Source: an optimization exercise on an open RTL-to-GDS flow (aim: small area, a short achievable clock period and few clock cycles). Production flows keep margins and buffers that such runs may drop.
Only simulation tests tie the RTL to the original design; equivalence was not proved.

==> flow/design.v (outline; a module is shown in full before it is edited, if it fits) <==
// module gemm_w1: 139 lines
// module gemm_b1: 14 lines
// module gemm_da_tab: 2502 lines
// module gemm_da_init: 52 lines
// module int8_gemm_kernel: 628 lines
module int8_gemm_kernel (
    input  wire        clk,
    input  wire        rst_n,
    input  wire        reg_valid,
    input  wire        reg_write,
    input  wire [3:0]  reg_addr,
    input  wire [31:0] reg_wdata,
    output reg  [31:0] reg_rdata,
    input  wire        rx_toggle,
    input  wire [7:0]  rx_data,
    output wire        irq
);
  // ...
==> flow/run.sh <==
#!/bin/bash
# synth_recipe.tcl (not shown) runs the flow's synth.tcl, then flattens the netlist and writes it again
# the make line also repeats each setting of config.mk as NAME=value (left out here)
make -C /OpenROAD-flow-scripts/flow DESIGN_CONFIG=/design/flow/config.mk WORK_HOME=/design/flow/orfs CLKGATE_MAP_FILE= SYNTH_SCRIPT=/design/flow/synth_recipe.tcl finish
==> flow/config.mk <==
export PLATFORM = sky130hd
export DESIGN_NAME = int8_gemm_kernel
export DESIGN_NICKNAME = int8_gemm_kernel
export VERILOG_FILES = /design/flow/design.v
export SDC_FILE = /design/flow/constraint.sdc
export NUM_CORES = 4
export LEC_CHECK = 0
export ABC_AREA = 1
export CAP_MARGIN = 30
export CORE_MARGIN = 2
export CORE_UTILIZATION = 35
export PLACE_DENSITY = 0.55
export SETUP_SLACK_MARGIN = 5
export SLEW_MARGIN = 30
export SYNTH_MEMORY_MAX_BITS = 131072
export TNS_END_PERCENT = 20
==> flow/constraint.sdc <==
create_clock -name core_clock -period 12.0 [get_ports {clk}]
set_input_delay 2.4000 -clock core_clock [delete_from_list [all_inputs] [get_ports {clk}]]
set_output_delay 2.4000 -clock core_clock [all_outputs]
set_load 0.01 [all_outputs]
==> summary.txt, run 1 <==
largest family of logic cells by synthesized area=simple AND/OR/NAND/NOR gates; Yosys reg bits=1,214; critical path depth=26; Reg2Reg Launch Point=j_l3; first-pass GRT wire length=1,080,000 µm; max layer used=met5; Peak Freq=137 MHz; post-synthesis mux area share=0.000188; Global Route Usage Sum=0.453; post-layout minimum cycle time=7.30 ns; final hold violations=0; commonest non-fill, non-tap cell in the layout=nand2_1; Syn Inst Count=16,200; Synth Area in XOR/XNOR=0.0191; clock-pin slew on the worst setup and hold paths=0.06 ns; die footprint=347,000 µm²; H-tree Lvls=4; Post-CTS Setup Inserts=105; Iter 0 DRT Violations=24,500; status=timing/DRC/antenna clean; RSZ-0062 raised after global routing=true; final wirelength=820,000 µm; period utilization=0.608; CP dominant cell by count=fa_1; Starting Density=0.352; IO Pins=82; Clock Latency Late Sink=0.93 ns; I/O Buffers=81; HPWL Detailed=654,000 µm; clock buffer depth=4; post_cts resized=669; Avg WL per Cell=39.2 µm; Hold Path Cell Cnt=0; area of the multi-input gates=75,700 µm²
Testbench counts, summed over its fixed seeds: cycles 3,328.
==> module int8_gemm_kernel, before the edit <==
module int8_gemm_kernel (
    input  wire        clk,
    input  wire        rst_n,
    input  wire        reg_valid,
    input  wire        reg_write,
    input  wire [3:0]  reg_addr,
    input  wire [31:0] reg_wdata,
    output reg  [31:0] reg_rdata,
    input  wire        rx_toggle,
    input  wire [7:0]  rx_data,
    output wire        irq
);
    localparam integer CAP      = 32;
    localparam integer ABUF_LEN = 16;
    localparam integer ACC_LEN  = 16;
    localparam integer AW       = 20;      
    localparam [31:0] ID_WORD  = 32'h49384731;
    localparam [31:0] CFG_WORD = 32'h03080020;
    localparam [31:0] LDIM1    = 32'h00100020;
    localparam [31:0] LDIM2    = 32'h00100010;
    localparam [31:0] LDIM3    = 32'h000A0010;
    localparam [3:0] A_ID = 4'd0, A_CFG = 4'd1, A_CTRL = 4'd2, A_STATUS = 4'd3,
                     A_CURSOR = 4'd4, A_CMD = 4'd5, A_RESULT = 4'd6,
                     A_MADDR = 4'd7, A_MDATA = 4'd8, A_LDIM1 = 4'd9,
                     A_LDIM2 = 4'd10, A_LDIM3 = 4'd11;
    localparam [3:0] E_ILLEGAL = 4'd1, E_SB_NOT_READY = 4'd2, E_LEN = 4'd3,
                     E_CMD_BUSY = 4'd4;
    reg [2:0]  ctrl;
    reg        ready, busy, done, err;
    reg [3:0]  errcode;
    reg [4:0]  cursor;
    reg [3:0]  result_idx;
    reg [15:0] maddr_index;
    reg [1:0]  maddr_space;
    reg        m_sb, m_abuf, m_acc;    
    reg [7:0]    sb   [0:CAP-1];
    reg [6:0]    abuf [0:ABUF_LEN-1];
    reg [AW-1:0] acc  [0:ACC_LEN-1];
    reg [AW-1:0] acc1 [0:ACC_LEN-1];
    reg [1:0]  sync;
    reg        rx_last;
    reg [1:0]  prime;
    reg        c_ill, c_gemm, c_req, c_arg, c_rel, c_src;
    reg [1:0]  c_layer;
    reg        dec;        
    reg        run23;      
    reg        runl1;      
    reg        runarg;     
    reg [1:0]  amph;       
    wire       am_ok = (amph == 2'd2);
    reg        xv;         
    reg [15:0] xb;         
    reg [2:0]  xbit;
    reg        first;      
    reg [2:0]  fb;         
    reg        fmore;      
    reg        j_l3, j_src, j_sp;    
    reg        j_req;      
    reg        sp_run;     
    reg        sp_done;    
    reg        sp_l3;      
    reg        sp_pend;    
    reg        sp_nl3;     
    reg        abuf_eq;    
    reg        c_usesp;    
    reg        spwait;     
    reg        a1_l1;      
    reg        rc_on;
    reg [1:0]  rc_st;
    reg [4:0]  rc_pos;
    reg        iv;         
    reg [1:0]  istep;      
    reg [4:0]  ipos;
    reg [7:0]  ix;
    reg [8:0]  inx;        
    wire wr = reg_valid && reg_write;
    wire rd = reg_valid && !reg_write;
    wire wr_ctrl   = wr && (reg_addr == A_CTRL);
    wire wr_status = wr && (reg_addr == A_STATUS);
    wire wr_cmd    = wr && (reg_addr == A_CMD);
    wire wr_maddr  = wr && (reg_addr == A_MADDR);
    wire cmd_accept = wr_cmd && !busy;
    wire cmd_reject = wr_cmd &&  busy;
    wire sync_out   = sync[1];
    wire byte_event = (prime == 2'd0) && (sync_out != rx_last);
    wire byte_store = byte_event && !ready;
    wire byte_fill  = byte_store && (cursor == CAP - 1);
    always @(posedge clk or negedge rst_n) begin
        if (!rst_n) begin
            sync    <= 2'b00;
            rx_last <= 1'b0;
            prime   <= 2'd3;
        end else begin
            sync <= {sync[0], rx_toggle};
            if (prime != 2'd0) begin
                rx_last <= sync_out;
                prime   <= prime - 2'd1;
            end else if (sync_out != rx_last) begin
                rx_last <= sync_out;
            end
        end
    end
    always @(posedge clk or negedge rst_n) begin
        if (!rst_n)
            cursor <= 5'd0;
        else if (byte_store)
            cursor <= byte_fill ? 5'd0 : cursor + 5'd1;
    end
    always @(posedge clk) begin
        if (byte_store)
            sb[cursor] <= rx_data;
    end
    wire [3:0] w_op    = reg_wdata[3:0];
    wire [1:0] w_layer = reg_wdata[5:4];
    wire       w_src   = reg_wdata[6];
    reg w_ill;
    always @(*) begin
        if (|reg_wdata[31:7])
            w_ill = 1'b1;
        else case (w_op)
            4'h0, 4'h4: w_ill = (w_layer != 2'd0) || w_src;
            4'h1:       w_ill = (w_layer == 2'd0);
            4'h2, 4'h3: w_ill = (w_layer == 2'd0) || w_src;
            default:    w_ill = 1'b1;
        endcase
    end
    always @(posedge clk) begin
        if (cmd_accept) begin
            c_ill   <= w_ill;
            c_gemm  <= w_op == 4'h1;
            c_req   <= w_op == 4'h2;
            c_arg   <= w_op == 4'h3;
            c_rel   <= w_op == 4'h4;
            c_src   <= w_src;
            c_layer <= w_layer;
            c_usesp <= w_usesp;
        end
    end
    wire w_gemm  = (w_op == 4'h1);
    wire w_usesp = w_gemm && w_src && !(|reg_wdata[31:7]) && (w_layer == {1'b1, sp_l3})
                   && (sp_run || sp_done) && abuf_eq;
    wire d_take  = cmd_accept && w_gemm && !w_usesp;    
    wire e_ill  = c_ill;
    wire e_sb   = !c_ill && c_gemm && !c_src && !ready;
    wire e_len  = !c_ill && c_gemm && c_src && (c_layer == 2'd1);
    wire c_bad  = e_ill || e_sb || e_len;
    wire ok     = dec && !c_bad;
    wire ok_l1  = ok && c_gemm && (c_layer == 2'd1);
    wire ok_g23 = ok && c_gemm && (c_layer != 2'd1);
    wire ok_req = ok && c_req;
    wire ok_arg = (ok && c_arg || runarg) && am_ok;
    function [2*AW-1:0] csa(input [AW-1:0] a, input [AW-1:0] b, input [AW-1:0] c);
        csa = {((a & b) | (a & c) | (b & c)) << 1, a ^ b ^ c};
    endfunction
    function [AW-1:0] cpa(input [AW-1:0] a, input [AW-1:0] b, input cin);
        reg [AW-1:0] g, p, pp, cy;
        integer lv, i, jj;
        begin
            g  = a & b;
            p  = a ^ b;
            pp = p;
            g[0] = g[0] | (p[0] & cin);
            for (lv = 0; (1 << lv) < AW; lv = lv + 1)
                for (i = AW - 1; i >= 0; i = i - 1)
                    if ((i >> lv) & 1) begin
                        jj = ((i >> lv) << lv) - 1;
                        g[i]  = g[i] | (pp[i] & g[jj]);
                        pp[i] = pp[i] & pp[jj];
                    end
            cy  = {g[AW-2:0], cin};
            cpa = p ^ cy;
        end
    endfunction
    localparam [1:0] RC_LOAD = 2'd0, RC_TRIG = 2'd1, RC_WAIT = 2'd2;
    wire       rc_load = rc_on && (rc_st == RC_LOAD);
    wire       rc_trig = rc_on && (rc_st == RC_TRIG);
    wire       i_start = byte_store || rc_trig;
    wire       i_on   = i_start || iv;
    wire       n_more = iv && (istep != 2'd3);
    wire [1:0] n_step = i_start ? 2'd1 : n_more ? istep + 2'd1 : 2'd0;
    wire [4:0] n_pos  = (iv && !i_start) ? ipos : rc_on ? rc_pos : cursor;
    wire [31:0]     w1;
    wire [4*AW-1:0] b1;
    gemm_w1 u_w1 (.pos(n_pos), .step(n_step), .w(w1));
    gemm_b1 u_b1 (.step(istep), .b(b1));
    function [11:0] booth4(input [7:0] w);
        integer q;
        reg [2:0] t;
        begin
            for (q = 0; q < 4; q = q + 1) begin
                t = {w[2*q+1], w[2*q], (q == 0) ? 1'b0 : w[2*q-1]};
                booth4[3*q+2] = t[2] && !(t[1] && t[0]);
                booth4[3*q+1] = (t == 3'b011) || (t == 3'b100);
                booth4[3*q]   = t[1] ^ t[0];
            end
        end
    endfunction
    reg [47:0] w1r;        
    reg        ifirst;     
    reg        cur0;       
    reg signed [AW-1:0] ilane [0:3];
    reg [AW-1:0] xp, xn, pr0, pr1, pr2, pr3, bs, m;
    reg [2*AW-1:0] c1, c2, c3;
    reg [2:0] dg;
    integer l, q;
    always @(*) begin
        xp = {{(AW-8){ix[7]}}, ix};
        xn = {{(AW-9){inx[8]}}, inx};
        for (l = 0; l < 4; l = l + 1) begin
            for (q = 0; q < 4; q = q + 1) begin
                dg = w1r[12*l+3*q +: 3];
                m  = dg[2] ? ((dg[0] ? xn : 0) | (dg[1] ? xn << 1 : 0))
                           : ((dg[0] ? xp : 0) | (dg[1] ? xp << 1 : 0));
                case (q)
                    0: pr0 = m;
                    1: pr1 = m << 2;
                    2: pr2 = m << 4;
                    3: pr3 = m << 6;
                endcase
            end
            bs = (iv ? ifirst : rc_on ? (rc_pos == 5'd0) : cur0) ? b1[AW*l +: AW] : acc1[l];
            c1 = csa(pr0, pr1, pr2);
            c2 = csa(c1[AW-1:0], c1[2*AW-1:AW], pr3);
            c3 = csa(c2[AW-1:0], c2[2*AW-1:AW], bs);
            ilane[l] = cpa(c3[AW-1:0], c3[2*AW-1:AW], 1'b0);
        end
    end
    always @(posedge clk or negedge rst_n) begin
        if (!rst_n) begin
            iv    <= 1'b0;
            istep <= 2'd0;
            cur0  <= 1'b1;
        end else begin
            if (byte_store)
                cur0  <= byte_fill;
            if (i_start) begin
                iv    <= 1'b1;
                istep <= 2'd1;
            end else if (iv) begin
                istep <= istep + 2'd1;
                if (istep == 2'd3)
                    iv <= 1'b0;
            end
        end
    end
    always @(posedge clk) begin
        if (rc_load) begin
            ix  <= sb[rc_pos];
            inx <= -{sb[rc_pos][7], sb[rc_pos]};
        end else if (!rc_on && sync[0] != sync[1]) begin
            ix  <= rx_data;
            inx <= -{rx_data[7], rx_data};
        end
        if (i_start) begin
            ipos   <= rc_on ? rc_pos : cursor;
            ifirst <= rc_on ? (rc_pos == 5'd0) : cur0;
        end
        for (l = 0; l < 4; l = l + 1)
            w1r[12*l +: 12] <= booth4(w1[8*l +: 8]);
    end
    wire l3 = (c_layer == 2'd3);
    wire [16*4*10-1:0] tab;
    wire [16*AW-1:0]   q2;
    wire [15:0]        rb;
    gemm_da_tab  u_tab  (.l3(j_l3), .x(xb), .t(tab));
    gemm_da_init u_init (.l3(j_l3), .sb(!j_src), .bit_idx(xbit), .q2(q2), .rb(rb));
    wire g_run   = dec ? (ok_g23 && !c_usesp) : run23;
    wire g_live  = xv && g_run && !j_sp;
    wire g_last  = g_live && (xbit == 3'd0);
    wire sp_live = xv && sp_run && j_sp;
    wire sp_last = sp_live && (xbit == 3'd0);
    wire d_run   = j_sp ? sp_run : g_run;
    wire spcmd   = (ok_g23 && c_usesp) || spwait;
    wire sp_copy = spcmd && sp_done;
    wire sp_fin  = spcmd && sp_last;
    wire acc_wr;
    wire sp_start = sp_pend && ready && !iv && !rc_on && !cmd_accept;
    wire sp_stop  = d_take || acc_wr || (ok && c_rel);
    localparam integer LW = 13;
    function [2*LW-1:0] csa13(input [LW-1:0] a, input [LW-1:0] b, input [LW-1:0] c);
        csa13 = {((a & b) | (a & c) | (b & c)) << 1, a ^ b ^ c};
    endfunction
    function [LW-1:0] cpa13(input [LW-1:0] a, input [LW-1:0] b, input cin);
        reg [LW-1:0] g, p, pp, cy;
        integer lv, i, jj;
        begin
            g  = a & b;
            p  = a ^ b;
            pp = p;
            g[0] = g[0] | (p[0] & cin);
            for (lv = 0; (1 << lv) < LW; lv = lv + 1)
                for (i = LW - 1; i >= 0; i = i - 1)
                    if ((i >> lv) & 1) begin
                        jj = ((i >> lv) << lv) - 1;
                        g[i]  = g[i] | (pp[i] & g[jj]);
                        pp[i] = pp[i] & pp[jj];
                    end
            cy    = {g[LW-2:0], cin};
            cpa13 = p ^ cy;
        end
    endfunction
    reg [AW-1:0] lane_sum [0:15];
    reg [LW-1:0] d0, d1, d2, d3, dl, lo;
    reg [AW-13:0] dh, dh1;
    reg [AW-1:0] da;
    reg [2*LW-1:0] e1, e2, e3;
    integer j;
    always @(*) begin
        for (j = 0; j < 16; j = j + 1) begin
            d0 = tab[40*j +: 10];
            d1 = tab[40*j+10 +: 10];
            d2 = tab[40*j+20 +: 10];
            d3 = tab[40*j+30 +: 10];
            da = j_sp ? acc1[j] : acc[j];
            dl = first ? {1'b0, q2[AW*j +: 12]} : {1'b0, da[10:0], 1'b0};
            dh = first ? q2[AW*j+12 +: AW-12] : da[AW-2:11];
            dh1 = dh + 1'b1;
            e1 = csa13(d0, d1, d2);
            e2 = csa13(e1[LW-1:0], e1[2*LW-1:LW], d3);
            e3 = csa13(e2[LW-1:0], e2[2*LW-1:LW], dl);
            lo = cpa13(e3[LW-1:0], e3[2*LW-1:LW], rb[j]);
            lane_sum[j] = {lo[12] ? dh1 : dh, lo[11:0]};
        end
    end
    function [15:0] plane(input src, input [2:0] b);
        integer i;
        for (i = 0; i < 16; i = i + 1)
            plane[i] = src ? abuf[i][b] : (sb[i][b] ^ (b == 3'd7));
    endfunction
    wire l1_need  = ok_l1 || runl1;
    wire l1_copy  = l1_need && !iv && !rc_on && a1_l1;
    wire rc_begin = l1_need && !iv && !rc_on && !a1_l1;
    function [6:0] req_f(input [AW-1:0] a);
        if (a[AW-1])
            req_f = 7'd0;
        else if (|a[AW-2:15])
            req_f = 7'd127;
        else
            req_f = a[14:8];
    endfunction
    reg [15:0] am16;
    reg [9:0]  am10;
    function [15:0] elim2(input [15:0] a, input [15:0] h, input [15:0] lo);
        reg x, y, z;
        begin
            x = |(a & h);
            y = |(a & h & lo);
            z = |(a & lo);
            elim2 = a & (h | {16{!x}}) & (lo | {16{!(x ? y : z)}});
        end
    endfunction
    function [15:0] elim1(input [15:0] a, input [15:0] h);
        elim1 = (|(a & h)) ? (a & h) : a;
    endfunction
    reg [15:0] bv [0:AW-1];
    integer k, bi;
    always @(*)
        for (bi = 0; bi < AW; bi = bi + 1)
            for (k = 0; k < 16; k = k + 1)
                bv[bi][k] = acc[k][bi] ^ (bi == AW - 1);
    wire [15:0] g0_16 = elim1(elim2(elim2(elim2(16'hffff, bv[19], bv[18]), bv[17], bv[16]),
                                    bv[15], bv[14]), bv[13]);
    wire [15:0] g0_10 = elim1(elim2(elim2(elim2(16'h03ff, bv[19], bv[18]), bv[17], bv[16]),
                                    bv[15], bv[14]), bv[13]);
    wire [15:0] g1_16 = elim1(elim2(elim2(elim2(am16, bv[12], bv[11]), bv[10], bv[9]),
                                    bv[8], bv[7]), bv[6]);
    wire [15:0] g1_10 = elim1(elim2(elim2(elim2({6'd0, am10}, bv[12], bv[11]), bv[10], bv[9]),
                                    bv[8], bv[7]), bv[6]);
    wire [15:0] e16   = elim2(elim2(elim2(am16, bv[5], bv[4]), bv[3], bv[2]), bv[1], bv[0]);
    wire [15:0] e10   = elim2(elim2(elim2({6'd0, am10}, bv[5], bv[4]), bv[3], bv[2]), bv[1], bv[0]);
    function [3:0] first_set(input [15:0] v);
        integer q;
        begin
            first_set = 4'd0;
            for (q = 15; q >= 0; q = q - 1)
                if (v[q]) first_set = q;
        end
    endfunction
    wire [3:0] amax = l3 ? first_set({6'd0, e10[9:0]}) : first_set(e16);
    always @(posedge clk or negedge rst_n) begin
        if (!rst_n) begin
            amph <= 2'd0;
            am16 <= 16'hffff;
            am10 <= 10'h3ff;
        end else if (acc_wr) begin
            amph <= 2'd0;
            am16 <= 16'hffff;
            am10 <= 10'h3ff;
        end else if (amph != 2'd2) begin
            amph <= amph + 2'd1;
            am16 <= (amph == 2'd0) ? g0_16 : g1_16;
            am10 <= (amph == 2'd0) ? g0_10[9:0] : g1_10[9:0];
        end
    end
    reg [6:0]  rqv;
    reg [15:0] rp6, rpf;
    always @(*)
        for (j = 0; j < 16; j = j + 1) begin
            rqv    = req_f(acc[j]);
            rp6[j] = rqv[6];
            rpf[j] = rqv[fb];
        end
    wire d_fetch = d_run && fmore;
    always @(posedge clk or negedge rst_n) begin
        if (!rst_n) begin
            dec   <= 1'b0;
            run23 <= 1'b0;
            runl1 <= 1'b0;
            runarg <= 1'b0;
            xv    <= 1'b0;
            fmore <= 1'b0;
            j_sp  <= 1'b0;
            sp_run  <= 1'b0;
            sp_done <= 1'b0;
            sp_l3   <= 1'b0;
            sp_pend <= 1'b0;
            sp_nl3  <= 1'b0;
            abuf_eq <= 1'b0;
            spwait  <= 1'b0;
            a1_l1   <= 1'b0;
            rc_on   <= 1'b0;
            rc_st   <= RC_LOAD;
            rc_pos  <= 5'd0;
        end else begin
            dec <= cmd_accept;
            if (ok_g23 && !c_usesp && !g_last)
                run23 <= 1'b1;
            else if (g_last)
                run23 <= 1'b0;
            runl1 <= l1_need && !l1_copy;
            runarg <= (ok && c_arg || runarg) && !am_ok;
            spwait <= spcmd && !sp_copy && !sp_fin;
            sp_pend <= (l1_copy || ((g_last || sp_fin || sp_copy) && !l3)) ||
                       (sp_pend && !sp_start && !acc_wr && !(ok && c_rel) && !d_take &&
                        !(cmd_accept && w_usesp));
            if (acc_wr)
                sp_nl3 <= !l1_copy;
            if (acc_wr)
                abuf_eq <= 1'b0;
            else if (ok_req && c_layer != 2'd3)
                abuf_eq <= 1'b1;
            if (sp_start) begin
                sp_run  <= 1'b1;
                sp_done <= 1'b0;
                sp_l3   <= sp_nl3;
            end else if (sp_stop) begin
                sp_run  <= 1'b0;
                sp_done <= 1'b0;
            end else if (sp_last) begin
                sp_run  <= 1'b0;
                sp_done <= 1'b1;
            end
            if (sp_start)
                a1_l1 <= 1'b0;
            else if ((byte_store && cur0) || (rc_on && rc_st == RC_WAIT && !iv && rc_pos == 5'd31))
                a1_l1 <= 1'b1;
            if (rc_begin) begin
                rc_on  <= 1'b1;
                rc_st  <= RC_LOAD;
                rc_pos <= 5'd0;
            end else if (rc_on) begin
                case (rc_st)
                    RC_LOAD: rc_st <= RC_TRIG;
                    RC_TRIG: rc_st <= RC_WAIT;
                    default: if (!iv) begin
                        rc_st <= RC_LOAD;
                        if (rc_pos == 5'd31)
                            rc_on <= 1'b0;
                        else
                            rc_pos <= rc_pos + 5'd1;
                    end
                endcase
            end
            if (d_take) begin
                xv    <= 1'b1;
                fmore <= 1'b1;
                j_sp  <= 1'b0;
            end else if (sp_start) begin
                xv    <= 1'b1;
                fmore <= 1'b1;
                j_sp  <= 1'b1;
            end else if (d_fetch) begin
                xv    <= 1'b1;
                fmore <= (fb != 3'd0);
            end else begin
                xv    <= 1'b0;
                fmore <= 1'b0;
            end
        end
    end
    always @(posedge clk) begin
        if (d_take) begin
            xb   <= plane(w_src, w_src ? 3'd6 : 3'd7);
            xbit <= w_src ? 3'd6 : 3'd7;
            first <= 1'b1;
            fb   <= w_src ? 3'd5 : 3'd6;
            j_l3 <= (w_layer == 2'd3);
            j_src <= w_src;
            j_req <= 1'b0;
        end else if (sp_start) begin
            xb   <= rp6;
            xbit <= 3'd6;
            first <= 1'b1;
            fb   <= 3'd5;
            j_l3 <= sp_nl3;
            j_src <= 1'b1;
            j_req <= 1'b1;
        end else if (d_fetch) begin
            xb   <= j_req ? rpf : plane(j_src, fb);
            xbit <= fb;
            first <= 1'b0;
            fb   <= fb - 3'd1;
        end
    end
    assign acc_wr = l1_copy || sp_copy || sp_fin || g_live;
    always @(posedge clk) begin
        for (j = 0; j < 16; j = j + 1) begin
            if (i_on)
                acc1[j] <= (j >= 12) ? ilane[j % 4] : acc1[j + 4];
            else if (sp_live)
                acc1[j] <= lane_sum[j];
            if (l1_copy || (sp_copy && (j < 10 || !l3)))
                acc[j] <= acc1[j];
            else if ((g_live || sp_fin) && (j < 10 || !l3))
                acc[j] <= lane_sum[j];
            if (ok_req && (j < 10 || !l3))
                abuf[j] <= req_f(acc[j]);
        end
    end
    always @(posedge clk or negedge rst_n) begin
        if (!rst_n)
            result_idx <= 4'd0;
        else if (ok_arg)
            result_idx <= amax;
    end
    wire eng_err     = dec && c_bad;
    wire eng_done    = (ok && !c_gemm && !c_arg) || ok_arg || l1_copy || g_last
                     || sp_copy || sp_fin;
    wire eng_release = ok && c_rel;
    wire [3:0] eng_code = e_ill ? E_ILLEGAL : e_sb ? E_SB_NOT_READY : E_LEN;
    reg        n_ready, n_busy, n_done, n_err;
    reg [3:0]  n_errcode;
    always @(*) begin
        n_ready   = ready;
        n_busy    = busy;
        n_done    = done;
        n_err     = err;
        n_errcode = errcode;
        if (wr_status) begin
            if (reg_wdata[2]) n_done = 1'b0;
            if (reg_wdata[3]) begin n_err = 1'b0; n_errcode = 4'd0; end
        end
        if (cmd_accept)
            n_busy = 1'b1;
        if (cmd_reject) begin
            if (!n_err) n_errcode = E_CMD_BUSY;
            n_err = 1'b1;
        end
        if (byte_fill)
            n_ready = 1'b1;
        if (eng_done) begin
            n_done = 1'b1;
            n_busy = 1'b0;
            if (eng_release) n_ready = 1'b0;
        end
        if (eng_err) begin
            if (!n_err) n_errcode = eng_code;
            n_err  = 1'b1;
            n_busy = 1'b0;
        end
    end
    always @(posedge clk or negedge rst_n) begin
        if (!rst_n) begin
            ready       <= 1'b0;
            busy        <= 1'b0;
            done        <= 1'b0;
            err         <= 1'b0;
            errcode     <= 4'd0;
            ctrl        <= 3'd0;
            maddr_index <= 16'd0;
            maddr_space <= 2'd0;
            m_sb        <= 1'b1;
            m_abuf      <= 1'b0;
            m_acc       <= 1'b0;
        end else begin
            ready   <= n_ready;
            busy    <= n_busy;
            done    <= n_done;
            err     <= n_err;
            errcode <= n_errcode;
            if (wr_ctrl)
                ctrl <= reg_wdata[2:0];
            if (wr_maddr) begin
                maddr_index <= reg_wdata[15:0];
                maddr_space <= reg_wdata[17:16];
                m_sb        <= reg_wdata[17:16] == 2'd0 && reg_wdata[15:5] == 11'd0;
                m_abuf      <= reg_wdata[17:16] == 2'd1 && reg_wdata[15:4] == 12'd0;
                m_acc       <= reg_wdata[17:16] == 2'd2 && reg_wdata[15:4] == 12'd0;
            end
        end
    end
    wire [7:0]    sb_sel   = sb[maddr_index[4:0]];
    wire [6:0]    abuf_sel = abuf[maddr_index[3:0]];
    wire [AW-1:0] acc_sel  = acc[maddr_index[3:0]];
    wire [31:0] mdata = ({32{m_sb}}   & {{24{sb_sel[7]}}, sb_sel})
                      | ({32{m_abuf}} & {25'd0, abuf_sel})
                      | ({32{m_acc}}  & {{(32-AW){acc_sel[AW-1]}}, acc_sel});
    always @(*) begin
        reg_rdata = 32'd0;
        if (rst_n && rd) begin
            case (reg_addr)
                A_ID:     reg_rdata = ID_WORD;
                A_CFG:    reg_rdata = CFG_WORD;
                A_CTRL:   reg_rdata = {29'd0, ctrl};
                A_STATUS: reg_rdata = {20'd0, errcode, 4'd0, err, done, busy, ready};
                A_CURSOR: reg_rdata = {27'd0, cursor};
                A_RESULT: reg_rdata = {28'd0, result_idx};
                A_MADDR:  reg_rdata = {14'd0, maddr_space, maddr_index};
                A_MDATA:  reg_rdata = mdata;
                A_LDIM1:  reg_rdata = LDIM1;
                A_LDIM2:  reg_rdata = LDIM2;
                A_LDIM3:  reg_rdata = LDIM3;
                default:  reg_rdata = 32'd0;
            endcase
        end
    end
    assign irq = (ready && ctrl[0]) || (done && ctrl[1]) || (err && ctrl[2]);
endmodule
==> run 2: changes to the inputs <==
--- a/flow/design.v
+++ b/flow/design.v
@@ -2981,7 +2981,9 @@
     wire sp_copy = spcmd && sp_done;
     wire sp_fin  = spcmd && sp_last;
     wire acc_wr;
-    wire sp_start = sp_pend && ready && !iv && !rc_on && !cmd_accept;
+    wire sp_go_now  = l1_copy;
+    wire sp_go_pend = sp_pend && ready && !iv && !rc_on && !cmd_accept;
+    wire sp_start   = sp_go_now || sp_go_pend;
     wire sp_stop  = d_take || acc_wr || (ok && c_rel);
     localparam integer LW = 13;
     function [2*LW-1:0] csa13(input [LW-1:0] a, input [LW-1:0] b, input [LW-1:0] c);
@@ -3099,13 +3101,15 @@
             am10 <= (amph == 2'd0) ? g0_10[9:0] : g1_10[9:0];
         end
     end
-    reg [6:0]  rqv;
-    reg [15:0] rp6, rpf;
+    reg [6:0]  rqv, rqa;
+    reg [15:0] rp6, rpf, rp6a;
     always @(*)
         for (j = 0; j < 16; j = j + 1) begin
-            rqv    = req_f(acc[j]);
-            rp6[j] = rqv[6];
-            rpf[j] = rqv[fb];
+            rqv     = req_f(acc[j]);
+            rp6[j]  = rqv[6];
+            rpf[j]  = rqv[fb];
+            rqa     = req_f(acc1[j]);
+            rp6a[j] = rqa[6];
         end
     wire d_fetch = d_run && fmore;
     always @(posedge clk or negedge rst_n) begin
@@ -3137,9 +3141,8 @@
             runl1 <= l1_need && !l1_copy;
             runarg <= (ok && c_arg || runarg) && !am_ok;
             spwait <= spcmd && !sp_copy && !sp_fin;
-            sp_pend <= (l1_copy || ((g_last || sp_fin || sp_copy) && !l3)) ||
-                       (sp_pend && !sp_start && !acc_wr && !(ok && c_rel) && !d_take &&
-                        !(cmd_accept && w_usesp));
+            sp_pend <= ((g_last || sp_fin || sp_copy) && !l3) ||
+                       (sp_pend && !sp_go_pend && !acc_wr && !(ok && c_rel) && !d_take);
             if (acc_wr)
                 sp_nl3 <= !l1_copy;
             if (acc_wr)
@@ -3149,7 +3152,7 @@
             if (sp_start) begin
                 sp_run  <= 1'b1;
                 sp_done <= 1'b0;
-                sp_l3   <= sp_nl3;
+                sp_l3   <= sp_go_now ? 1'b0 : sp_nl3;
             end else if (sp_stop) begin
                 sp_run  <= 1'b0;
                 sp_done <= 1'b0;
@@ -3205,11 +3208,11 @@
             j_src <= w_src;
             j_req <= 1'b0;
         end else if (sp_start) begin
-            xb   <= rp6;
+            xb   <= sp_go_now ? rp6a : rp6;
             xbit <= 3'd6;
             first <= 1'b1;
             fb   <= 3'd5;
-            j_l3 <= sp_nl3;
+            j_l3 <= sp_go_now ? 1'b0 : sp_nl3;
             j_src <= 1'b1;
             j_req <= 1'b1;
         end else if (d_fetch) begin
==> run 2 against run 1 <==
Still clean on timing, DRC and antenna; worst hold slack better by 0.021 ns; sequential cell count stayed put; design area is 0.98% higher; clock-buffer cell count is 3 higher; critical path type is now flop to output port; highest routed layer unchanged.
==> summary.txt, run 2 <==
status=timing/DRC/antenna clean (unchanged); first-pass GRT wire length=1,100,000 µm (was 1,080,000 µm); Clock Latency Late Sink=0.95 ns (was 0.93 ns); Worst Setup Start Kind=flop (unchanged); # DRC=0 (unchanged); CTS buffer count=157 (unchanged); Hold WC Path Type=flop to flop (unchanged); Rows=215 (was 214); HPWL Detailed=672,000 µm (was 654,000 µm); post-synth net total=17,500 (was 17,400); skew final=0.147 ns (was 0.117 ns); synth top area cells=edfxtp_1, fa_1, nand2_1, o21ai_0, inv_1 (unchanged); Rel. slew slack=0.165 (was 0.151); Remaining Overflow, GRT=0 (unchanged); CP dominant cell by count=buf_12 (was fa_1); nets@finish=17,600 (was 17,500); critical path endpoint category=output port (was flop); Hold Worst Slack=0.439 ns (was 0.418 ns); fin worst setup slack=4.58 ns (was 4.70 ns); Peak Freq=135 MHz (was 137 MHz); die height=590 µm (was 589 µm); placed instance area=127,000 µm² (about the same); gp weighted congestion=1.16 (was 1.18); CP max FO=18 (was 104); post-layout minimum cycle time=7.42 ns (was 7.30 ns); total core area=342,000 µm² (was 341,000 µm²); Syn Inst Count=16,200 (about the same); Yosys reg bits=1,214 (unchanged); final hold violations=0 (unchanged); post-synthesis cell type count=76 (was 83); worst setup path class=flop to output port (was flop to flop); CTS tree=built (unchanged); crit path cell chain=inv_2, nor2_4, buf_6, inv_2, buf_12, nor2_2, buf_12, clkinvlp_4, buf_12, o22ai_1, a221oi_2, nand4_1, o211ai_1, nand2_1, nand2_4, a21oi_2, clkdlybuf4s50_1; post-route cell area=140,000 µm² (was 138,000 µm²); clock buffer depth=4 (unchanged); register area share after synthesis=0.295 (was 0.296); top cells by count, synth=nand2_1, inv_1, o21ai_0 (unchanged); Slew Viols, Final=0 (unchanged); Iter 0 DRT Violations=24,000 (was 24,500); initial antenna violation count=100 (was 99); vias in the first global route=119,000 (about the same); Sink Count=1,214 (unchanged); WP data required=9.60 ns (was 12.56 ns); most common cell in the netlist=nand2_1 (unchanged); Initial DRT Pass Iterations=9 (was 8); Area Overhead vs Synth=16.3% (was 15.4%); synth warn=11 (unchanged); Worst Tran Pin Value=1.25 ns (was 1.26 ns); commonest non-fill, non-tap cell in the layout=nand2_1 (unchanged); routed via count=134,000 (was 133,000); Synth Flop Type=edfxtp_1 (unchanged); RSZ-0062 raised after global routing=true (unchanged); Regs by FF count=acc1 (320), acc (320), sb (256) (unchanged); Slowest-stage cell, CP=clkdlybuf4s50_1 (was fa_1); clock-pin slew on the worst setup and hold paths=0.06 ns (about the same); post-route ant nets=0 (unchanged); CP top delay family=buffers and inverters (was adder cells); die footprint=348,000 µm² (was 347,000 µm²); most frequent cells in the layout=nand2_1, inv_1, o21ai_0 (unchanged); Crit path largest cell delay=0.57 ns (was 0.76 ns); Synth area leader=edfxtp_1 (unchanged); Synth top area share=0.266 (about the same); Critical Path AT=5.02 ns (was 7.86 ns); syn_area_per_cell=7.43 µm² (was 7.42 µm²); share of cells above drive strength 1=0.116 (was 0.114); Max-Cap Viols=0 (unchanged); EDFF count, synth=1,063 (unchanged); largest net degree at the start of global routing=128 (was 160); vias per std cell=6.38 (was 6.36); period utilization=0.618 (was 0.608); I/O Buffers=81 (unchanged); CP Buf/Inv Count=8 (was 5); Starting Density=0.351 (was 0.352); Root Buffer=clkbuf_16 (unchanged); Avg WL per Cell=40.2 µm (was 39.2 µm); dpl ws=2.87 ns (was 2.91 ns); final wirelength=846,000 µm (was 820,000 µm); IO Pins=82 (unchanged); DIE WIDTH=590 µm (was 589 µm); setup violators final=0 (unchanged); Setup TNS=0 ns (unchanged); cell area after synthesis=120,000 µm² (about the same); Post-synth ARST share=0.0832 (unchanged); H-tree Lvls=4 (unchanged); Global Route Usage Sum=0.465 (was 0.453)
## run 2: cell types whose count changed after synthesis, moves of 12 or more
cell	change
a21oi_1	-29
a221oi_1	-16
buf_1	+16
ha_1	+25
inv_1	-20
nand3_2	-16
nor3_1	+23
o2111ai_1	+14
o221ai_1	+26
o22ai_1	+14
xnor2_1	+12
## run 2: path summary, 6_finish.rpt
check	end	depth (start not counted)	slack [ns]	from
worst max-delay path	reg_rdata[27]	17	4.58	maddr_index[0]
worst min-delay path	sync[1]	0	0.44	sync[0]
worst max register to register	acc1[1][19]	31	4.64	xb[0]
worst min register to register	sync[1]	0	0.44	sync[0]
max in group asynchronous	amph[1]	2	9.22	rst_n
min in group asynchronous	rx_last	1	1.46	rst_n
## run 2: cell type report
class	instances	area (µm²)
multi-input cells	11700	76500
fillers	35900	203000
repair buffers	778	7660
well taps	4557	5700
clock inverters	81	802
inverters	2402	9280
clock buffers	193	4140
repair inverters	2	20.0
flip-flops and latches	1214	35500
diodes	101	253
## run 2: what timing repair did
item	in CTS	in global routing
buffers inserted	126	136
hold buffers	0	0
pin swaps	88	133
endpoints found under the hold margin	0	0
endpoints found under the setup margin	503	331
resized for setup	716	402
cloned	9	10
## run 2: metrics by stage
step / util / instances
global route: 0.408 / 21000
CTS: 0.398 / 20800
detailed placement: 0.371 / 20400
floorplan: - / 16200
global placement: 0.370 / 20400
finish: 0.408 / 21000
## run 2: per-layer routing
metal  vias to the layer above  GRT usage  wire length, µm
met5                         -     0.0118             1850
met4                        50      0.194            44300
met3                      1757      0.255           149000
met2                     11400      0.594           311000
met1                     65900      0.633           340000
li1                      55000          -                -
## run 2: logic make-up (layout without fill, tap and decap cells)
group | count (synthesis) | in the layout | share of synthesized area
flip-flops | 1214 | 1214 | 0.295
other | 0 | 101 | 0
adder cells (fa/ha/maj) | 1242 | 1242 | 0.171
XOR/XNOR | 264 | 264 | 0.0192
AND/OR/NAND/NOR | 5967 | 5968 | 0.205
AO/OA/AOI/OAI | 4237 | 4237 | 0.207
multiplexers | 2 | 2 | 0.000281
buffers and inverters | 3248 | 3456 | 0.102
## run 2: worst reg2reg max path: cells and delay by family (launching register included)
kind	cells	cell delay, ns
buffers and inverters	6	0.88
AOI/OAI and AO/OA	7	1.63
adders and majority gates	5	2.03
xor gates and xnor gates	1	0.17
DFF	1	0.49
and+or+nand+nor	12	1.84
Testbench counts of run 2, summed over its fixed seeds: cycles 3,200.
==> run 3: changes to the inputs <==
--- a/flow/config.mk
+++ b/flow/config.mk
@@ -8,8 +8,8 @@
 export ABC_AREA = 1
 export CAP_MARGIN = 30
 export CORE_MARGIN = 2
-export CORE_UTILIZATION = 35
-export PLACE_DENSITY = 0.55
+export CORE_UTILIZATION = 40
+export PLACE_DENSITY = 0.62
 export SETUP_SLACK_MARGIN = 5
 export SLEW_MARGIN = 30
 export SYNTH_MEMORY_MAX_BITS = 131072
==> run 3 against run 2 <==
Still clean on timing, DRC and antenna; register-to-register slack about the same; core utilization increased by 5.4 points; first-iteration DRC count is 18% higher; critical path type is now flop to flop; highest routed layer unchanged.
==> summary.txt, run 3 <==
status=timing/DRC/antenna clean (unchanged); most common cell in the netlist=nand2_1 (unchanged); Area Overhead vs Synth=15.2% (was 16.3%); Worst Tran Pin Value=1.26 ns (was 1.25 ns); Post-synth ARST share=0.0832 (unchanged); synth warn=11 (unchanged); CP endpoint=acc1[5][19] (was reg_rdata[27]); hold_buf cts=0 (unchanged); Initial DRT Pass Iterations=13 (was 9); Reg2Reg Setup Slack=4.64 ns (about the same); syn_area_per_cell=7.43 µm² (unchanged); die height=552 µm (was 590 µm); clock buffer depth=4 (unchanged); most frequent cells in the layout=nand2_1, inv_1, o21ai_0 (unchanged); post-layout minimum cycle time=7.36 ns (was 7.42 ns); post-synthesis cell type count=76 (unchanged); Iter 0 DRT Violations=28,300 (was 24,000); H-tree Lvls=4 (unchanged); WP data required=12.53 ns (was 9.60 ns); Peak Freq=136 MHz (was 135 MHz); CTS tree=built (unchanged); Hold WC Path Type=flop to flop (unchanged); Crit. Startpoint=xb[6] (was maddr_index[0]); setup violators final=0 (unchanged); Slew Viols, Final=0 (unchanged); EDFF count, synth=1,063 (unchanged); Post-Layout Cell Count=20,400 (was 21,000); Rel. slew slack=0.161 (was 0.165); Avg WL per Cell=39.3 µm (was 40.2 µm); Util after Layout=0.462 (was 0.408); R2R cell count=25 (was 31); first-pass GRT wire length=1,050,000 µm (was 1,100,000 µm); Reg2Reg Launch Point=xb[6] (was xb[0]); nets@finish=17,500 (was 17,600); commonest non-fill, non-tap cell in the layout=nand2_1 (unchanged); final wirelength=800,000 µm (was 846,000 µm); final hold violations=0 (unchanged); Critical Path AT=7.90 ns (was 5.02 ns); Rows=201 (was 215); total core area=300,000 µm² (was 342,000 µm²); register area share after synthesis=0.295 (unchanged); synth top area cells=edfxtp_1, fa_1, nand2_1, o21ai_0, inv_1 (unchanged); Starting Density=0.401 (was 0.351); post-synth net total=17,500 (unchanged); # DRC=0 (unchanged); Regs by FF count=acc1 (320), acc (320), sb (256) (unchanged); share of cells above drive strength 1=0.113 (was 0.116); Global Route Usage Sum=0.501 (was 0.465); CTS buffer count=155 (was 157); DIE WIDTH=552 µm (was 590 µm); post-route ant nets=0 (unchanged); Sink Count=1,214 (unchanged); skew final=0.164 ns (was 0.147 ns); RSZ-0062 raised after global routing=true (unchanged); routed via count=136,000 (was 134,000); critical path endpoint category=flop (was output port); largest net degree at the start of global routing=175 (was 128); Yosys reg bits=1,214 (unchanged); HPWL Detailed=629,000 µm (was 672,000 µm); cell area after synthesis=120,000 µm² (unchanged); CP max FO=43 (was 18); clock-pin slew on the worst setup and hold paths=0.08 ns (was 0.06 ns); die footprint=305,000 µm² (was 348,000 µm²); Worst Setup Start Kind=flop (unchanged); top cells by count, synth=nand2_1, inv_1, o21ai_0 (unchanged); Synth top area share=0.266 (unchanged); vias per std cell=6.69 (was 6.38); Synth Flop Type=edfxtp_1 (unchanged); Root Buffer=clkbuf_16 (unchanged); Setup TNS=0 ns (unchanged); Remaining Overflow, GRT=0 (unchanged); Max-Cap Viols=0 (unchanged); gp weighted congestion=1.22 (was 1.16); RR Endpoint=acc1[5][19] (was acc1[1][19]); Clock Latency Late Sink=0.96 ns (was 0.95 ns); initial antenna violation count=105 (was 100); IO Pins=82 (unchanged); worst setup path class=flop to flop (was flop to output port); period utilization=0.614 (was 0.618); I/O Buffers=81 (unchanged); Placed Cells incl. Taps=19,700 (was 20,400); Synth area leader=edfxtp_1 (unchanged); Syn Inst Count=16,200 (unchanged); vias in the first global route=121,000 (was 119,000); FILL cells=30,400 (was 35,900)
-- run 3: cell counts after synthesis --
No cell type changed its count.
-- run 3: worst max-delay path, stage by stage (launching register included) --
cell	delay (ns)
edfxtp_1	0.48
clkbuf_16	0.26
nand2_1	0.45
inv_1	0.26
o31ai_1	0.75
fa_2	0.68
fa_1	0.62
inv_1	0.08
fa_1	0.48
ha_1	0.31
nand3_2	0.09
nand2_4	0.18
a21o_1	0.22
a21o_1	0.19
nand3_2	0.08
nand2_2	0.11
a21o_1	0.24
a21oi_4	0.12
inv_2	0.12
nand4_1	0.14
or3_4	0.46
nor2_2	0.10
nand2_1	0.07
xor2_1	0.17
nand2_1	0.06
o21ai_0	0.08
-- run 3: what timing repair did --
action / in CTS / in global routing
endpoints found under the setup margin: 466 / 288
setup buffers: 99 / 149
gates cloned: 10 / 8
pin swaps: 53 / 158
resized for setup: 583 / 523
-- run 3: area by class of cell --
class                   instances  area (µm²)  share of cell area
flip-flops and latches       1214       35500               0.256
diodes                         97         243             0.00175
inverters                    2402        9260              0.0668
clock buffers                 198        4260              0.0307
clock inverters                77         840             0.00606
repair buffers                717        6940              0.0501
repair inverters                3        22.5            0.000163
multi-input cells           11700       76400               0.552
well taps                    3958        4950              0.0358
-- run 3: cell families (layout without fill, tap and decap cells) --
kind of cell,Yosys count,in the layout,share of synthesized area
AO/OA/AOI/OAI,4237,4237,0.207
XOR/XNOR,264,264,0.0192
adder cells (fa/ha/maj),1242,1242,0.171
buffers and inverters,3248,3397,0.102
flip-flops,1214,1214,0.295
multiplexers,2,2,0.000281
other,0,97,0
AND/OR/NAND/NOR,5967,5967,0.205
-- run 3: how the worst min path moves through the flow --
stage / start / to / cells past startpoint
4_1_cts: sync[0] / sync[1] / 0
2_1_floorplan: sync[0] / sync[1] / 0
6_report: sync[0] / sync[1] / 0
5_1_grt: sync[0] / sync[1] / 0
3_3_place_gp: sync[0] / sync[1] / 0
3_5_place_dp: sync[0] / sync[1] / 0
-- run 3: stage by stage --
step	cell area [µm²]	hold WS, ns	setup slack (ns)
finish	138000	0.432	4.64
global route	138000	0.445	4.74
CTS	134000	0.434	4.80
detailed placement	126000	0.407	2.98
global placement	126000	0.399	2.96
floorplan	120000	0.373	5.02
-- run 3: routing by layer --
metal / share of wire / vias to the layer above / routed length (µm) / GRT usage
li1: - / 54900 / - / -
met5: 0.0048 / - / 3850 / 0.0600
met3: 0.19 / 2556 / 153000 / 0.304
met2: 0.36 / 12800 / 288000 / 0.626
met4: 0.070 / 111 / 56200 / 0.270
met1: 0.37 / 65900 / 300000 / 0.648
==> run 4: changes to the inputs <==
--- a/flow/design.v
+++ b/flow/design.v
@@ -2982,7 +2982,7 @@
     wire sp_fin  = spcmd && sp_last;
     wire acc_wr;
     wire sp_go_now  = l1_copy;
-    wire sp_go_pend = sp_pend && ready && !iv && !rc_on && !cmd_accept;
+    wire sp_go_pend = sp_pend && ready && !iv && !rc_on && !cmd_accept && !(ok && c_rel);
     wire sp_start   = sp_go_now || sp_go_pend;
     wire sp_stop  = d_take || acc_wr || (ok && c_rel);
     localparam integer LW = 13;
@@ -3142,7 +3142,7 @@
             runarg <= (ok && c_arg || runarg) && !am_ok;
             spwait <= spcmd && !sp_copy && !sp_fin;
             sp_pend <= ((g_last || sp_fin || sp_copy) && !l3) ||
-                       (sp_pend && !sp_go_pend && !acc_wr && !(ok && c_rel) && !d_take);
+                       (sp_pend && ready && !sp_go_pend && !acc_wr && !(ok && c_rel) && !d_take);
             if (acc_wr)
                 sp_nl3 <= !l1_copy;
             if (acc_wr)
--- a/flow/config.mk
+++ b/flow/config.mk
@@ -8,8 +8,8 @@
 export ABC_AREA = 1
 export CAP_MARGIN = 30
 export CORE_MARGIN = 2
-export CORE_UTILIZATION = 40
-export PLACE_DENSITY = 0.62
+export CORE_UTILIZATION = 35
+export PLACE_DENSITY = 0.55
 export SETUP_SLACK_MARGIN = 5
 export SLEW_MARGIN = 30
 export SYNTH_MEMORY_MAX_BITS = 131072
==> run 4 against run 3 <==
Final cell count grew 3.5%; die area grew 14%; non-clock buffer count up 12; core utilization shrank 5.6 points; sequential share of layout area down 0.16 points; synthesized cell count grew 0.52%; still clean; via count down 1.2%; clock-buffer cell count is 3 higher; first-iteration DRC count shrank 15%; register-to-register slack about the same; fmax is 0.19% lower.
==> summary.txt, run 4 <==
status=timing/DRC/antenna clean (unchanged); gp weighted congestion=1.16 (was 1.22); syn_area_per_cell=7.41 µm² (was 7.43 µm²); Sink Count=1,214 (unchanged); Slew Viols, Final=0 (unchanged); Critical Path AT=7.67 ns (was 7.90 ns); Util after Layout=0.406 (was 0.462); clock buffer depth=4 (unchanged); critical path endpoint category=flop (unchanged); met3 WL post-DR=147,000 µm (was 153,000 µm); post-route cell area=139,000 µm² (was 138,000 µm²); Synth top area share=0.265 (was 0.266); CTS tree=built (unchanged); synth warn=11 (unchanged); Starting Density=0.352 (was 0.401); share of cells above drive strength 1=0.110 (was 0.113); max layer used=met5 (unchanged); Reg area=35,500 µm² (unchanged); Worst Tran Pin Value=1.28 ns (was 1.26 ns); Iter 0 DRT Violations=24,100 (was 28,300); vias per std cell=6.38 (was 6.69); Reg2Reg Launch Point=ready (was xb[6]); initial antenna violation count=112 (was 105); CP max FO=109 (was 43); EDFF count, synth=1,063 (unchanged); final hold violations=0 (unchanged); # DRC=0 (unchanged); Worst Hold Launch=sync[0] (unchanged); Placed Cells incl. Taps=20,500 (was 19,700); most frequent cells in the layout=nand2_1, inv_1, o21ai_0 (unchanged); vias in the first global route=120,000 (was 121,000); Post-synth ARST share=0.0832 (unchanged); H-tree Lvls=4 (unchanged); post-synthesis cell type count=77 (was 76); period utilization=0.615 (was 0.614); area of the multi-input gates=76,000 µm² (was 76,400 µm²); Yosys reg bits=1,214 (unchanged); Remaining Overflow, GRT=0 (unchanged); Peak Freq=136 MHz (about the same); Synth Flop Type=edfxtp_1 (unchanged); clock-pin slew on the worst setup and hold paths=0.07 ns (was 0.08 ns); routed via count=135,000 (was 136,000); post-layout minimum cycle time=7.38 ns (was 7.36 ns); Max-Cap Viols=0 (unchanged); Avg WL per Cell=40.3 µm (was 39.3 µm); Hold Path Cell Cnt=0 (unchanged); RR Endpoint=acc[10][19] (was acc1[5][19]); Hold EP=sync[1] (unchanged); Reg2Reg Setup Slack=4.62 ns (was 4.64 ns); post-route ant nets=0 (unchanged); Root Buffer=clkbuf_16 (unchanged); Setup TNS=0 ns (unchanged); Area Overhead vs Synth=15.6% (was 15.2%); DIE WIDTH=591 µm (was 552 µm); synth top area cells=edfxtp_1, fa_1, nand2_1, o21ai_0, inv_1 (unchanged); skew final=0.123 ns (was 0.164 ns); total core area=343,000 µm² (was 300,000 µm²); commonest non-fill, non-tap cell in the layout=nand2_1 (unchanged); WP data required=12.29 ns (was 12.53 ns); worst setup path class=flop to flop (unchanged); R2R cell count=16 (was 25); nets@finish=17,600 (was 17,500); Hold WC Path Type=flop to flop (unchanged); final wirelength=849,000 µm (was 800,000 µm); register area share after synthesis=0.295 (about the same); Clock Latency Late Sink=0.94 ns (was 0.96 ns); Global Route Usage Sum=0.468 (was 0.501); Initial DRT Pass Iterations=9 (was 13); Syn Inst Count=16,300 (was 16,200); CTS buffer count=161 (was 155); RSZ-0062 raised after global routing=true (unchanged); cell area after synthesis=120,000 µm² (about the same); setup violators final=0 (unchanged); top cells by count, synth=nand2_1, inv_1, o21ai_0 (unchanged); first-pass GRT wire length=1,110,000 µm (was 1,050,000 µm); FILL cells=36,000 (was 30,400); Synth area leader=edfxtp_1 (unchanged); die footprint=349,000 µm² (was 305,000 µm²); most common cell in the netlist=nand2_1 (unchanged); Worst Setup Start Kind=flop (unchanged); Post-Layout Cell Count=21,100 (was 20,400); HPWL Detailed=674,000 µm (was 629,000 µm); met1 wire length=333,000 µm (was 300,000 µm); largest net degree at the start of global routing=167 (was 175); placed instance area=128,000 µm² (was 126,000 µm²); IO Pins=82 (unchanged); met2 WL=318,000 µm (was 288,000 µm); hold_buf cts=0 (unchanged); I/O Buffers=81 (unchanged); die height=591 µm (was 552 µm); Regs by FF count=acc1 (320), acc (320), sb (256) (unchanged); Rel. slew slack=0.138 (was 0.161); Rows=215 (was 201); post-synth net total=17,500 (about the same)
==> run 4: cell types whose count changed after synthesis, sizes merged, moves of 8 or more <==
cell / before / now
inv: 2364 / 2456
nand2: 3184 / 3112
a21oi: 1019 / 1089
o21ai: 1863 / 1927
nor4: 34 / 50
a221oi: 232 / 221
a22oi: 100 / 89
a31oi: 103 / 92
a211oi: 55 / 65
buf: 152 / 142
ha: 577 / 567
o41ai: 10 / 0
a32oi: 32 / 24
o22ai: 281 / 273
==> run 4: how the worst max path moves through the flow <==
stage	start	to	slack [ns]	depth (start not counted)
global route	maddr_index[1]	reg_rdata[8]	4.69	16
finish	ready	acc[10][19]	4.62	16
CTS	xb[0]	acc[6][19]	4.76	27
detailed placement	xb[8]	acc[2][19]	3.02	30
global placement	xb[8]	acc[2][19]	3.05	30
floorplan	prime[0]	acc1[0][0]	5.02	12
==> run 4: layout make-up <==
type                    instances  share of cell area
repair buffers                729              0.0501
diodes                         77             0.00138
multi-input cells           11700               0.546
flip-flops and latches       1214               0.255
well taps                    4557              0.0409
clock inverters                86             0.00677
inverters                    2495              0.0689
clock buffers                 201              0.0312
repair inverters                4            0.000242
==> run 4: what timing repair did <==
action,CTS,global route
endpoints found under the hold margin,0,0
resized for setup,620,373
buffers inserted,115,103
gates cloned,9,6
pin swaps,65,97
setup endpoints to repair,568,390
==> run 4: critical path, cell delays in order (launching register included) <==
cell	delay [ns]
dfrtp_1	0.67
nor4_1	0.41
a311o_1	0.20
nor2_1	0.10
a31o_2	0.24
nand2_1	0.29
nor2_1	0.08
buf_4	0.26
inv_1	0.71
buf_4	0.47
nand2_8	0.37
inv_8	0.67
nand3_4	0.69
inv_1	0.31
a21oi_4	0.04
buf_4	0.31
buf_12	0.27
==> run 4: cell families after synthesis <==
family	after synthesis	share of synthesized area
fa+ha+maj	1232	0.169
compound gates	4313	0.209
xor+xnor	263	0.0191
simple gates	5907	0.203
mux	2	0.000177
buf+inv	3327	0.105
flops	1214	0.295
==> run 4: per-layer routing <==
metal  global-route usage  vias up
met4                0.214       94
met5                    0        -
li1                     -    55100
met2                0.612    11300
met1                0.621    66200
met3                0.250     1898
==> run 4: metrics by stage <==
stage / worst slack, ns / hold WS (ns)
after floorplan: 5.02 / 0.373
after global placement: 3.05 / 0.383
after detailed placement: 3.02 / 0.385
after CTS: 4.76 / 0.398
after global routing: 4.69 / 0.411
final: 4.62 / 0.393
Testbench counts of run 4, summed over its fixed seeds: cycles 3,200.

==> port drivers added, routing unchanged <==
No port has a modelled driver above. Below, the same layouts with a new extraction and two added sets of constraints. Step 1 (the two cells are an assumption about what drives the block):
set clk [get_ports {clk}]
set_driving_cell -lib_cell sky130_fd_sc_hd__clkbuf_16 $clk
set_driving_cell -lib_cell sky130_fd_sc_hd__buf_2 [delete_from_list [all_inputs] $clk]
Step 2 also shifts input and output timing later by t, the mid clock arrival at the registers, as if the neighbouring blocks saw the same clock. a / b / c = ideal / step 1 / step 2; a / b = the first two.
run	t, ns	setup WS [ns]	worst data-port slew with drivers (ns)	pins driven straight from the clock port
run 1	0.974	4.700 / 4.646 / 4.186	0.08	1
run 2	0.978	4.579 / 4.474 / 4.180	0.07	1
run 3	0.979	4.638 / 4.556 / 4.512	0.07	1
run 4	0.991	4.623 / 4.623 / 4.623	0.07	1
After both steps every run listed still meets setup and hold. The setup slack of run 1, which loses most, moves by -0.054 ns with the drivers and by -0.514 ns with both steps.
